This is an optimization exercise on Yosys and OpenROAD, whose aim is small area, not a production implementation.
In this exercise RTL edits were held to simulation tests only and were not proved equivalent to the original.
Power and IR drop assume default switching activity.

**design/flow/config.mk**
```make
export PLATFORM = sky130hd
export DESIGN_NAME = thumbdv_pe
export DESIGN_NICKNAME = thumbdv_pe
export VERILOG_FILES = /design/flow/design.v
export SDC_FILE = /design/flow/constraint.sdc
export NUM_CORES = 4
export LEC_CHECK = 0
export CAP_MARGIN = 20
export CORE_MARGIN = 2
export CORE_UTILIZATION = 40
export SLEW_MARGIN = 20
```
**design/flow/design.v**
```verilog
module pe_cmd_rom (
    input  wire [2:0]  step,
    input  wire [4:0]  idx,
    output reg  [7:0]  data,
    output reg  [4:0]  len
);
    always @* begin
        data = 8'h00;
        len  = 5'd15;
        case (step)
            3'd0, 3'd1, 3'd2: begin  
                len = 5'd5;
                case (idx)
                    5'd0: data = 8'h61; 5'd2: data = 8'h01;
                    5'd4: data = (step == 3'd0) ? 8'h33 :
                                 (step == 3'd1) ? 8'h30 : 8'h31;
                    default: data = 8'h00;
                endcase
            end
            3'd3: begin  
                len = 5'd17;
                case (idx)
                    5'd0:  data = 8'h61; 5'd2:  data = 8'h0D; 5'd4:  data = 8'h0A;
                    5'd5:  data = 8'h01; 5'd6:  data = 8'h30; 5'd7:  data = 8'h07;
                    5'd8:  data = 8'h63; 5'd9:  data = 8'h40; 5'd16: data = 8'h48;
                    default: data = 8'h00;
                endcase
            end
            3'd4: begin  
                len = 5'd7;
                case (idx)
                    5'd0: data = 8'h61; 5'd2: data = 8'h03; 5'd4: data = 8'h15;
                    default: data = 8'h00;
                endcase
            end
            default: begin  
                len = 5'd15;
                case (idx)
                    5'd0:  data = 8'h61; 5'd2:  data = 8'h0B; 5'd3:  data = 8'h01;
                    5'd4:  data = 8'h01; 5'd5:  data = 8'h48; 5'd6:  data = 8'h9E;
                    5'd7:  data = 8'h8D; 5'd8:  data = 8'h32; 5'd9:  data = 8'h88;
                    5'd10: data = 8'h26; 5'd11: data = 8'h1A; 5'd12: data = 8'h3F;
                    5'd13: data = 8'h61; 5'd14: data = 8'hE8;
                    default: data = 8'h00;
                endcase
            end
        endcase
    end
endmodule
module pe_tpl_rom (
    input  wire [2:0]  step,
    input  wire        idx_lt4,    
    input  wire [1:0]  idx,      
    input  wire [7:0]  data,
    output reg         mis,
    output reg         long_enough
);
    reg [7:0] t;
    reg       in_tpl;
    always @* begin
        t = 8'h00;
        in_tpl = idx_lt4 && (idx != 2'd3);
        long_enough = !idx_lt4 || idx[1];
        case (step)
            3'd0: begin  
                in_tpl = idx_lt4;
                long_enough = !idx_lt4 || (idx == 2'd3);
                case (idx)
                    2'd1: t = 8'h01; 2'd3: t = 8'h39;
                    default: t = 8'h00;
                endcase
            end
            3'd3: t = (idx == 2'd1) ? 8'h0A : 8'h00;  
            3'd4: t = (idx == 2'd1) ? 8'h15 : 8'h00;  
            default:  
                case (idx)
                    2'd0: t = 8'h02; 2'd2: t = 8'hA0;
                    default: t = 8'h00;
                endcase
        endcase
        mis = in_tpl && (data != t);
    end
endmodule
module thumbdv_pe (
    input  wire        clk,
    input  wire        rst,           
    output wire        tx_valid,
    output wire [7:0]  tx_data,
    output wire [16:0] tx_count,
    input  wire        tx_ready,
    input  wire        tx_fault,
    output wire        rx_ready,
    input  wire        rx_valid,
    input  wire [7:0]  rx_data,
    input  wire        rx_short,
    input  wire        rx_fault,
    output wire [16:0] rd_count,
    output wire [16:0] rd_got,
    output wire [2:0]  sstate,
    output wire [2:0]  step,
    output wire        failed,
    output wire [2:0]  fail_step,
    output wire [2:0]  fail_cause,
    output reg         id_valid,
    output wire        id_sel,
    output reg  [7:0]  id_data,
    output wire        id_done,
    output wire        progress
);
    localparam [2:0] C_IO       = 3'd1;
    localparam [2:0] C_SHORT    = 3'd2;
    localparam [2:0] C_MARKER   = 3'd3;
    localparam [2:0] C_CONTENT  = 3'd4;
    localparam [2:0] C_LENGTH   = 3'd5;
    localparam [7:0]  MARKER    = 8'h61;
    localparam [16:0] STREAM_N  = 17'd323;    
    reg        rx_q;       
    reg        pay_q;      
    reg [2:0]  step_q;
    reg [2:0]  cause_q;    
    reg [15:0] got_q;      
    reg [16:0] cnt_q;      
    reg        mis_q;      
    reg        fin_q;      
    wire halted = |cause_q;
    wire ph_mark  = rx_q && !pay_q && cnt_q[0];
    wire ph_lenlo = rx_q && !pay_q && !cnt_q[0] && got_q[0];
    wire [7:0] cmd_byte;
    wire [4:0] cmd_len;
    pe_cmd_rom u_cmd_rom (.step(step_q), .idx(got_q[4:0]), .data(cmd_byte), .len(cmd_len));
    wire idx_lt4 = (got_q[15:2] == 14'd0);
    wire byte_mis, long_enough;
    pe_tpl_rom u_tpl_rom (.step(step_q), .idx_lt4(idx_lt4), .idx(got_q[1:0]), .data(rx_data),
                          .mis(byte_mis), .long_enough(long_enough));
    assign tx_valid   = !rx_q && !halted;
    assign tx_data    = cmd_byte;
    assign tx_count   = {12'd0, cmd_len};
    assign rx_ready   = rx_q;
    assign rd_count   = cnt_q;
    assign rd_got     = {1'b0, got_q};
    assign step       = step_q;
    assign failed     = halted;
    assign fail_cause = cause_q;
    assign fail_step  = halted ? step_q : 3'd0;
    assign sstate     = halted       ? 3'd4 :
                        step_q == 3'd0 ? 3'd0 :
                        step_q <  3'd4 ? 3'd1 :
                        step_q <  3'd6 ? 3'd2 : 3'd3;
    assign id_done    = fin_q && (step_q == 3'd2 || step_q == 3'd3);
    assign progress   = fin_q && (step_q == 3'd6);
    assign id_sel     = fin_q ? step_q[0] : step_q[1];
    wire [16:0] inc = (ph_lenlo ? {1'b0, id_data, rx_data} : {1'b0, got_q}) + 17'd1;
    wire tx_acc   = tx_valid && !tx_fault && tx_ready;
    wire tx_last  = (got_q[4:0] + 5'd1 == cmd_len);
    wire rx_acc   = rx_q && !rx_fault && !rx_short && rx_valid;
    wire pay_last = (inc == cnt_q);
    wire mis_all  = mis_q || byte_mis;
    wire id_step  = (step_q == 3'd1) || (step_q == 3'd2);
    wire pay_end  = rx_acc && pay_q && pay_last;
    reg       fr_ok;
    reg [2:0] fr_cause;
    always @* begin
        fr_ok = 1'b0;
        fr_cause = C_CONTENT;
        if (id_step) begin
            fr_ok = 1'b1;
        end else if (step_q == 3'd6) begin
            if (cnt_q != STREAM_N) fr_cause = C_LENGTH;
            else fr_ok = !mis_all;
        end else begin
            fr_ok = !mis_all && long_enough;
        end
    end
    reg [2:0] fail_now;
    always @* begin
        fail_now = 3'd0;
        if (tx_valid && tx_fault) fail_now = C_IO;
        else if (rx_q && rx_fault) fail_now = C_IO;
        else if (rx_q && rx_short) fail_now = C_SHORT;
        else if (rx_acc && ph_mark && rx_data != MARKER) fail_now = C_MARKER;
        else if (pay_end && !fr_ok) fail_now = fr_cause;
    end
    wire frame_ok = pay_end && fr_ok;
    always @(posedge clk) begin
        if (rst) begin
            rx_q     <= 1'b0;
            step_q   <= 3'd0;
            cause_q  <= 3'd0;
            got_q    <= 16'd0;
            fin_q    <= 1'b0;
            id_valid <= 1'b0;
        end else begin
            fin_q    <= frame_ok;
            id_valid <= rx_acc && pay_q && id_step && (!idx_lt4 || got_q[1]);
            if (fail_now != 3'd0) begin
                cause_q <= fail_now;
                rx_q    <= 1'b0;
            end else if (tx_acc && tx_last) begin
                rx_q <= 1'b1;
                if (step_q == 3'd5) step_q <= 3'd6;
            end else if (frame_ok) begin
                rx_q <= 1'b0;
                if (step_q != 3'd6) step_q <= step_q + 3'd1;
            end
            if ((!rx_q && tx_ready) || (rx_q && rx_valid)) begin
                if ((!rx_q && tx_last) || ph_mark || ph_lenlo || (rx_q && pay_q && pay_last))
                    got_q <= 16'd0;
                else
                    got_q <= inc[15:0];
            end
        end
        pay_q <= rx_q && (pay_q || (ph_lenlo && rx_valid));
        mis_q <= pay_q && (mis_q || (rx_valid && byte_mis));
        if (!rx_q)
            cnt_q <= 17'd1;
        else if (ph_mark && rx_valid)
            cnt_q <= 17'd2;
        else if (ph_lenlo && rx_valid)
            cnt_q <= inc;
        if (rx_valid)
            id_data <= rx_data;
    end
endmodule
```
**design/flow/run.sh**
```bash
#!/bin/bash
# synth_recipe.tcl (not shown) runs the flow's synth.tcl, then flattens the netlist and writes it again
# the make line also repeats each setting of config.mk as NAME=value (left out here)
make -C /OpenROAD-flow-scripts/flow DESIGN_CONFIG=/design/flow/config.mk WORK_HOME=/design/flow/orfs CLKGATE_MAP_FILE= SYNTH_SCRIPT=/design/flow/synth_recipe.tcl finish
```
**design/flow/constraint.sdc**
```tcl
create_clock -name core_clock -period 6.0 [get_ports {clk}]
set_input_delay 1.2000 -clock core_clock [delete_from_list [all_inputs] [get_ports {clk}]]
set_output_delay 1.2000 -clock core_clock [all_outputs]
set_load 0.01 [all_outputs]
```
==> results.sh <==
export IMPL_status="no timing/DRC/antenna violations"
export IMPL_period_minus_slack_ns=5.61
export IMPL_grt_max_degree=33
export IMPL_clock_latency_ns=0.35
export IMPL_gp_congestion=0.971
export IMPL_max_clock_path_buffers=2
export IMPL_syn_inst=620
export IMPL_hold_viol_final=0
export IMPL_synthFlopType="dfxtp_1"
export IMPL_finClkSkew_ns=0.00630
export IMPL_cp_end_kind="flip-flop"
export IMPL_drv_slew=0
export IMPL_die_h_um=115
export IMPL_fin_area_sq_um=6260
export IMPL_vias_per_cell=5.71
export IMPL_numCtsBuffers=9
export IMPL_tightestPinTransition_ns=0.858
export IMPL_cts_sinks=67
export IMPL_pin_count=101
export IMPL_drc=0
export IMPL_arrival_ns=5.88
export IMPL_num_antenna_cells=0
export IMPL_hold_buffers=0
export IMPL_syn_avg_cell_area_sq_um=7.98
export IMPL_mostFrequentLayoutCells="86 x clkdlybuf4s50_1, 70 x nand2_1, 59 x nor2_1, 59 x dfxtp_1, 30 x nand3_1"
export IMPL_root_buffer="clkbuf_16"
export IMPL_fin_util=0.519
export IMPL_cp_required_ns=6.26
export IMPL_rsz0062_at_grt="no"
export IMPL_setup_violations=0
export IMPL_synth_seq_area_share=0.287
export IMPL_synth_cell_types=80
export IMPL_drtPass1Iterations=5
export IMPL_worstPathMaxFanout=7
export IMPL_syn2layout_area_growth_pct=26.6
export IMPL_setup_ws_ns=0.385
export IMPL_clkTransAtPathRegs_ns=0.06
export IMPL_wl_met2_um=7800
export IMPL_max_freq_mhz=178
export IMPL_synth_edf_count=8
export IMPL_h_tree_depth=3
export IMPL_initial_core_util=0.410
export IMPL_ys_warn_count=3
export IMPL_powerDensity_nw_per_um2=187
export IMPL_drt_met1_wl_um=8460
export IMPL_maxCapViolCount=0
export IMPL_grtUsageTotal=0.276
export IMPL_grt_pass1_vias=4749
export IMPL_grt_pass1_wl_um=27700
export IMPL_ant_nets=0
export IMPL_antenna_found_initial=0
export IMPL_synth_area_sq_um=4950
export IMPL_core_area_sq_um=12100
export IMPL_wl_um=17900
export IMPL_drtIter0Drc=513
export IMPL_synth_seq_cells=67
export IMPL_async_reset_ff_frac=0
export IMPL_maxSlewHeadroom=0.423
export IMPL_cts_setup_buffers=0
export IMPL_dr_max_layer_used="met4"
export IMPL_ctsResizeCount=0
export IMPL_finalCritPeriodShare=0.936
export IMPL_drive_gt1_frac=0.0851
export IMPL_portBuffers=86
export IMPL_fp_row_count=40
export IMPL_ir_worst_vdd_mv=0.0927
export IMPL_setup_total_negative_slack_ns=0
export IMPL_dpl_worst_slack_ns=0.147
export IMPL_die_area_sq_um=13300
export IMPL_num_vias=4986
export IMPL_hpwl_um=13500
export IMPL_start_kind="input pin"
export IMPL_layout_nets=732
export IMPL_die_w_um=115
export IMPL_final_common_cell="clkdlybuf4s50_1"
export IMPL_fill_cells=1159
export IMPL_hp_class="reg2reg"
export IMPL_critPathKind="in2reg"
export IMPL_wl_per_cell_um=20.5
export IMPL_met3_length_um=1340
export IMPL_leakage_nw=2.35
export IMPL_cts_tree="built"
export IMPL_dpl_cell_area_sq_um=5960
export IMPL_grt_ovfl_total=0
-- power breakdown --
| part | switching, mW | internal (mW) | leakage [nW] | total, mW |
|---|---|---|---|---|
| sequential | 0.00984 | 0.467 | 0.556 | 0.477 |
| clock | 0.212 | 0.333 | 0.148 | 0.544 |
| combinational | 0.0846 | 0.0635 | 1.64 | 0.148 |
| total | 0.306 | 0.864 | 2.35 | 1.17 |
-- kinds of logic after synthesis --
| family | after synthesis | synth area share |
|---|---|---|
| compound gates | 134 | 0.192 |
| buf+inv | 75 | 0.0766 |
| simple gates | 259 | 0.268 |
| fa+ha+maj | 17 | 0.0430 |
| flops | 67 | 0.287 |
| mux | 18 | 0.0377 |
| xor+xnor | 48 | 0.0935 |
| other cells | 2 | 0.00152 |
-- through the flow --
step / power (mW) / cells / hold WS, ns
after floorplan: 0.572 / 632 / 0.441
after detailed placement: 0.632 / 857 / 0.465
after global placement: 0.632 / 857 / 0.448
after global routing: 1.21 / 873 / 0.497
final: 1.17 / 873 / 0.476
after CTS: 1.17 / 873 / 0.480
-- area by class of cell --
class / instances / area (sq um) / area share
clock inverters: 6 / 65.1 / 0.0104
flip-flops and latches: 67 / 1420 / 0.227
multi-input cells: 490 / 3210 / 0.512
clock buffers: 10 / 239 / 0.0381
inverters: 23 / 86.3 / 0.0138
repair buffers: 109 / 1030 / 0.165
well taps: 168 / 210 / 0.0336
-- final timing paths --
| check | start | end | slack (ns) | depth (start not counted) |
|---|---|---|---|---|
| worst max register to register | cnt_q[0]$_SDFFE_PN1P_ | flip-flop | 0.88 | 17 |
| worst min register to register | mis_q$_DFF_P_ | mis_q$_DFF_P_ | 0.48 | 1 |
| worst max-delay path | rx_data[0] | flip-flop | 0.39 | 18 |
| worst min-delay path | mis_q$_DFF_P_ | mis_q$_DFF_P_ | 0.48 | 1 |
-- synth_stat cells (17+ instances only) --
library cell	count	share of area
nand2_1	70	0.053
dfxtp_1	59	0.24
nor2_1	59	0.045
nand3_1	30	0.030
a21oi_1	29	0.029
xnor2_1	24	0.042
buf_4	22	0.033
clkbuf_1	22	0.017
inv_1	22	0.017
o21ai_0	21	0.021
xor2_1	21	0.037
ha_1	17	0.043
-- worst max-delay path: stages --
cell             delay [ns]
clkdlybuf4s50_1        0.52
or4b_1                 0.16
nand2_1                0.11
inv_1                  0.14
ha_1                   0.31
nand4_1                0.16
nor4_1                 0.75
o22ai_1                0.30
a211o_1                0.31
a21oi_1                0.14
nand4_1                0.17
o21a_1                 0.26
a22o_1                 0.20
and2_1                 0.21
inv_2                  0.08
ha_1                   0.26
or3_1                  0.38
a211oi_1               0.20
-- routing by layer --
| layer | up-vias | global-route usage |
|---|---|---|
| met5 | - | 0 |
| met4 | 0 | 0.0723 |
| met3 | 27 | 0.0622 |
| met2 | 206 | 0.409 |
| met1 | 2396 | 0.403 |
| li1 | 2357 | - |

separate check: timing with driven ports:
How much do the figures lean on ideal ports? The routed layout below was timed once more, with nothing changed but the port constraints.
Step 1 assumes that a clkbuf_16 drives the clock port and a buf_2 every other input.
Step 2 also shifts input and output timing later by t, the mid clock arrival at the registers, as if the neighbouring blocks saw the same clock.
Three values: no drivers, after step 1, after step 2; two values: the first two.
t, ns: 0.385
setup slack, ns: 0.385 / 0.391 / 0.006
worst setup path after step 2: input to register
clock arrival spread, ns: 0.006 / 0.007
After both steps this run still meets setup and hold. The setup slack of this run moves by +0.006 ns with the drivers and by -0.379 ns with both steps.
